This design comes from an exercise in tuning for small area, a short achievable clock period and few clock cycles on the open sky130 flow, not from production work.
No functional check of the RTL was part of any run shown here.

==> flow/design.v (outline; a module is shown in full before it is edited, if it fits) <==
// module als_div: 776 lines
// module als_codec: 134 lines
// module als_core: 1894 lines
module als_core (
    input  wire        clk,
    input  wire        rst,           
    input  wire        cmd_valid,
    input  wire [31:0] cmd_cw,
    input  wire [31:0] cmd_opd,
    output reg         busy,
    output reg         rsp_valid,
    output reg  [2:0]  rsp_status,
    output wire [31:0] rsp_result
);
  // ...
==> flow/run.sh <==
#!/bin/bash
# synth_recipe.tcl (not shown) runs the flow's synth.tcl, then flattens the netlist and writes it again
# the make line also repeats each setting of config.mk as NAME=value (left out here)
make -C /OpenROAD-flow-scripts/flow DESIGN_CONFIG=/design/flow/config.mk WORK_HOME=/design/flow/orfs CLKGATE_MAP_FILE= SYNTH_SCRIPT=/design/flow/synth_recipe.tcl finish
==> flow/config.mk <==
export PLATFORM = sky130hd
export DESIGN_NAME = als_core
export DESIGN_NICKNAME = als_core
export VERILOG_FILES = /design/flow/design.v
export SDC_FILE = /design/flow/constraint.sdc
export NUM_CORES = 4
export LEC_CHECK = 0
export ABC_AREA = 1
export CAP_MARGIN = 20
export CORE_MARGIN = 2
export CORE_UTILIZATION = 40
export SETUP_SLACK_MARGIN = 4.0
export SLEW_MARGIN = 20
==> flow/constraint.sdc <==
create_clock -name core_clock -period 10.0 [get_ports {clk}]
set_input_delay 2.0000 -clock core_clock [delete_from_list [all_inputs] [get_ports {clk}]]
set_output_delay 2.0000 -clock core_clock [all_outputs]
set_load 0.01 [all_outputs]
==> impl_metrics.env, run 1 <==
export IMPL_outcome="finished clean"
export IMPL_post_cts_resized_instances=136
export IMPL_timing_final_max_slew_violations=0
export IMPL_route_layer_met1_wl_um=52820
export IMPL_timing_reg2reg_worst_path_depth=24
export IMPL_ys_top_cells_by_area="fa_1, nand2_1, inv_1"
export IMPL_cts_max_level=3
export IMPL_cp_buffers_inverters=6
export IMPL_path_max_fanout=17
export IMPL_setup_tns_ns=0
export IMPL_crit_start="lux_l[1]$_SDFFE_PP0N_"
export IMPL_syn_avg_cell_area_um2=6.689
export IMPL_antennaDiodeCount=0
export IMPL_met2RoutedLength_um=67350
export IMPL_critPathCapture="acc[39]$_SDFFE_PP0P_"
export IMPL_timing_hold_worst_start="acc[3]$_SDFFE_PP0P_"
export IMPL_worst_pin_slew_ns=1.013
export IMPL_netlist_top_cells_count="nand2_1, inv_1, fa_1"
export IMPL_max_slew_margin_pct=32.37
export IMPL_yosys_cell_types_count=55
export IMPL_timing_critical_path_cells="buf_12 > ha_1 > inv_2 > buf_12 > o22ai_1 > xor2_1 > fa_1 > inv_1 > fa_1 > fa_1 > fa_1 > inv_1 > fa_1 > ha_4 > a21oi_2 > o21ai_0 > a21oi_2 > nor2_1 > o21bai_1 > nand3_1 > nand2_1 > nand3_1 > nand2_1 > inv_1"
export IMPL_mostFrequentLayoutCell="nand2_1"
export IMPL_synth_sequential_area_ratio_pct=6.065
export IMPL_dp_cells=5915
export IMPL_worstHoldPathCells=2
export IMPL_tap_cell_count=1060
export IMPL_global_route_usage_met1_pct=38.25
export IMPL_clkCellAreaFrac_pct=0.8535
export IMPL_multi_input_area_um2=27280
export IMPL_timing_critical_path_depth=24
export IMPL_largest_register="acc"
export IMPL_cp_top_family="adder cells"
export IMPL_total_of_flip_flops_plus_latches_after_synthesis=99
export IMPL_timing_rr_start="lux_l[1]$_SDFFE_PP0N_"
export IMPL_largest_cell_class="multi-input combinational cells"
export IMPL_grt_util_met3_pct=5.407
export IMPL_die_area_um2=84000
==> inputs of run 2 (changes only) <==
--- a/flow/design.v
+++ b/flow/design.v
@@ -1026,21 +1026,21 @@
     end
     wire [3:0] imm_sh = (op == 4'd3) ? (4'd15 - kshift) : kshift;
     reg  [24:0] res_val;
     reg         res_shift;
     reg         res_b16;
     reg  [3:0]  res_sh;
     reg         res_acc;     
     reg  signed [42:0] acc;
+    reg  [1:0]         pstep;
     wire [24:0] res_shifted = res_val >> res_sh;
     assign rsp_result = res_acc   ? {5'd0, acc[40:14]} :
                         res_shift ? {15'd0, res_shifted[16] & res_b16, res_shifted[15:0]} :
                                     {16'd0, res_val[15:0]};
-    reg  [1:0]         pstep;
     reg  [16:0] lux_l;
     wire [19:0] lbe = {2'b00, lux_l, 1'b0};
     reg  [8:0]  bone;
     reg  [8:0]  btwo;
     reg  [7:0]  bneg;
     integer i;
     always @(*) begin
         for (i = 0; i < 9; i = i + 1) begin
==> run 2 against run 1 <==
  * Non-clock buffer count unchanged
  * Cell count stayed put
  * Register-to-register slack is essentially flat
  * Worst setup slack did not move
  * Area after synthesis did not move
  * Maximum frequency unchanged
  * Sequential share of layout area stayed put
  * Die area unchanged
  * Via count unchanged
  * Utilization stayed put
  * Largest cell class unchanged
==> impl_metrics.env, run 2 <==
export IMPL_outcome="finished clean"
export IMPL_max_clock_path_buffers=2
export IMPL_areaGrowthSynthToFinish_pct=13.50
export IMPL_die_width_um=289.8
export IMPL_placement_rows=104
export IMPL_dp_cells=5915
export IMPL_arrival_time_of_the_worst_setup_path_ns=6.22
export IMPL_yosysMostFrequentCell="nand2_1"
export IMPL_dpl_worst_slack_ns=2.224
export IMPL_gp_congestion=1.014
export IMPL_instances_no_fill=6011
export IMPL_placedInstanceArea_um2=34800
export IMPL_path_max_fanout=17
export IMPL_mostFrequentLayoutCell="nand2_1"
export IMPL_timing_final_crit_share_pct=59.03
export IMPL_flip_flop_count_of_the_largest_register_after_layout=43
export IMPL_global_route_overflow_total=0
export IMPL_dieHeight_um=289.8
export IMPL_postSynth_asyncResetShare_pct=0
export IMPL_route_detailed_wl_per_inst_um=23.55
export IMPL_cts_max_level=3
export IMPL_drt_iter0_drc=2931
export IMPL_pin_count=104
export IMPL_holdBufCountCts=0
export IMPL_post_route_cell_area_um2=37090
export IMPL_synth_simple_gate_area_share_pct=22.48
export IMPL_io_buffers=98
export IMPL_fmax_mhz=169.4
export IMPL_maximum_clock_skew_at_final_layout_ns=0.02576
export IMPL_clk_insertion_delay_late_ns=0.42
export IMPL_synth_adder_area_share_pct=32.99
export IMPL_setup_tns_ns=0
export IMPL_largest_register="acc"
export IMPL_finalCriticalPeriod_ns=5.903
export IMPL_synth_sequential_area_ratio_pct=6.065
export IMPL_first_pass_iters=7
export IMPL_yosys_cell_types_count=55
export IMPL_criticalPathCategory="reg -> reg"
export IMPL_die_area_um2=84000
export IMPL_number_of_global_route_vias_before_repair=34827
export IMPL_synthMuxAreaShare_pct=0.3101
export IMPL_cts_root_buf="clkbuf_16"
export IMPL_synthCells=4885
export IMPL_final_fill_count=8525
export IMPL_groute_layer_met2_usage_pct=56.58
export IMPL_syn_avg_cell_area_um2=6.689
export IMPL_antennaDiodeCount=0
export IMPL_report_final_hold_viol_count=0
export IMPL_worstHoldPathCells=2
export IMPL_max_slew_margin_pct=32.37
export IMPL_cts_tree="yes"
export IMPL_remaining_drc_errors=0
export IMPL_vias_per_cell=5.674
export IMPL_timing_final_max_slew_violations=0
export IMPL_synth_yosys_warnings=3
export IMPL_grt_pass1_wl_um=212500
export IMPL_synth_top_family_by_area="adder cells"
export IMPL_reg2reg_slack_ns=4.10
export IMPL_share_of_final_layout_standard_cells_stronger_than_drive_strength_1_pct=9.574
export IMPL_synthXorXnorAreaFrac_pct=8.657
export IMPL_netlist_top_cells_count="nand2_1, inv_1, fa_1"
export IMPL_critical_path_startpoint_type="flop"
export IMPL_capturing_point_of_the_worst_reg2reg_path="acc[39]$_SDFFE_PP0P_"
export IMPL_num_vias=34105
export IMPL_timing_hold_worst_start="acc[3]$_SDFFE_PP0P_"
export IMPL_coreArea_um2=80680
export IMPL_finalHoldWorstSlack_ns=0.4720
export IMPL_synth_compound_area_share_pct=15.84
export IMPL_max_cap_violations=0
export IMPL_global_route_usage_met1_pct=38.25
export IMPL_hp_class="reg -> reg"
export IMPL_ys_top_cells_by_area="fa_1, nand2_1, inv_1"
export IMPL_total_of_flip_flops_plus_latches_after_synthesis=99
export IMPL_numCtsBuffers=9
export IMPL_synth_largest_type_area_fraction_pct=25.18
export IMPL_place_hpwl_um=106700
export IMPL_setup_violations_final=0
export IMPL_final_antenna_net_count=0
export IMPL_netlist_area_um2=32680
export IMPL_grt_setup_unrepaired="true"
export IMPL_layout_setup_ws_ns=4.097
export IMPL_layout_top_registers="acc x43, res_val x25, lux_l x17"
export IMPL_grt_use_total_pct=33.12
export IMPL_synth_top_flop_cell="dfxtp_1"
export IMPL_layout_cells_most_common_list="nand2_1, inv_1, fa_1, o22ai_1, nor2_1"
export IMPL_initial_utilization_pct=40.50
export IMPL_detail_route_wirelength_um=141600
export IMPL_timing_reg2reg_worst_path_depth=24
export IMPL_cts_clock_pin_slew_for_the_worst_setup_and_hold_paths_ns=0.10
export IMPL_grt_util_met3_pct=5.407
export IMPL_largest_net_degree_at_the_start_of_global_routing=50
export IMPL_min_to="acc[3]$_SDFFE_PP0P_"
export IMPL_required_ns=10.32
export IMPL_antenna_found_initial=0
export IMPL_synth_enable_flop_cells=0
export IMPL_busiest_layer="met2"
export IMPL_timing_rr_start="lux_l[1]$_SDFFE_PP0N_"
export IMPL_synth_largest_area_cell="fa_1"
export IMPL_timing_critical_path_to_type="flop"
export IMPL_final_net_count=5628
export IMPL_clkSinkCount=99
export IMPL_worst_pin_slew_ns=1.013
## run 2: cell counts after synthesis
Identical to the previous run, type by type.
## run 2: layer usage
metal | part of all wire [%] | up-vias
met4 | 7.5 | 0
li1 | - | 15643
met5 | 0 | -
met3 | 7.6 | 496
met1 | 37 | 16212
met2 | 48 | 1754
## run 2: per-stage QoR
stage          utilization [%]
2_1_floorplan                -
5_1_grt                  45.97
4_1_cts                  44.44
3_3_place_gp             43.13
6_report                 45.97
3_5_place_dp             43.13
## run 2: worst max-delay path by stage
stage | start | end | slack [ns] | depth (start not counted)
after global placement | cmd_opd[14] | res_val[13]$_SDFFE_PP0P_ | 2.36 | 18
after floorplan | cmd_opd[12] | res_val[7]$_SDFFE_PP0P_ | 4.21 | 16
after global routing | cmd_opd[15] | lux_l[9]$_SDFFE_PP0N_ | 3.96 | 24
final | lux_l[1]$_SDFFE_PP0N_ | acc[39]$_SDFFE_PP0P_ | 4.10 | 24
after detailed placement | cmd_opd[14] | res_val[13]$_SDFFE_PP0P_ | 2.22 | 18
after CTS | cmd_opd[11] | res_val[13]$_SDFFE_PP0P_ | 3.97 | 19
## run 2: cell type report
cell class	instances	area (um2)	area share, %
multi-input combinational	3614	27280	73.56
inverter	974	3785	10.21
timing repair buffer	248	2392	6.450
sequential	99	1987	5.357
tap	1060	1326	3.576
clock buffer	9	225.2	0.6072
clock inverter	7	91.34	0.2463
## run 2: cell families after synthesis
family	Yosys count
buf+inv	1176
simple gates	1770
xor+xnor	323
flops	99
compound gates	891
fa+ha+maj	615
mux	10
other cells	1
## run 2: repair_timing
action / in CTS / in global routing
buffers inserted: 44 / 35
gates resized for setup: 136 / 267
pin swaps: 3 / 31
setup endpoints to repair: 82 / 81
gates cloned: 0 / 1
## run 2: critical path: stages (launching register included)
cell and delay [ns]:
dfxtp_4 0.41, buf_12 0.19, ha_1 0.26, inv_2 0.14
buf_12 0.20, o22ai_1 0.11, xor2_1 0.19, fa_1 0.52
inv_1 0.05, fa_1 0.37, fa_1 0.40, fa_1 0.57
inv_1 0.06, fa_1 0.57, ha_4 0.24, a21oi_2 0.24
o21ai_0 0.21, a21oi_2 0.26, nor2_1 0.11, o21bai_1 0.26
nand3_1 0.11, nand2_1 0.07, nand3_1 0.09, nand2_1 0.12
inv_1 0.04

-- re-timing with driven ports --
The results above use ideal ports. As a check the final layouts listed here were re-extracted and re-timed, cells and wires unchanged.
Step 1 assumes that a clkbuf_16 drives the clock port and a buf_2 every other input.
Step 2 moves the port delays by t, midway between the first and last clock arrival at a register: inputs arrive t later, outputs are due t later. That takes back most of the time a late clock gives input paths.
Three values: no drivers, after step 1, after step 2; two values: the first two.
| run | shift t [ns] | setup WS [ns] | worst setup path at the end |
|---|---|---|---|
| run 1 | 0.478 | 4.097 / 4.097 / 3.720 | input to register |
| run 2 | 0.478 | 4.097 / 4.097 / 3.720 | input to register |
After both steps every run listed still meets setup and hold.
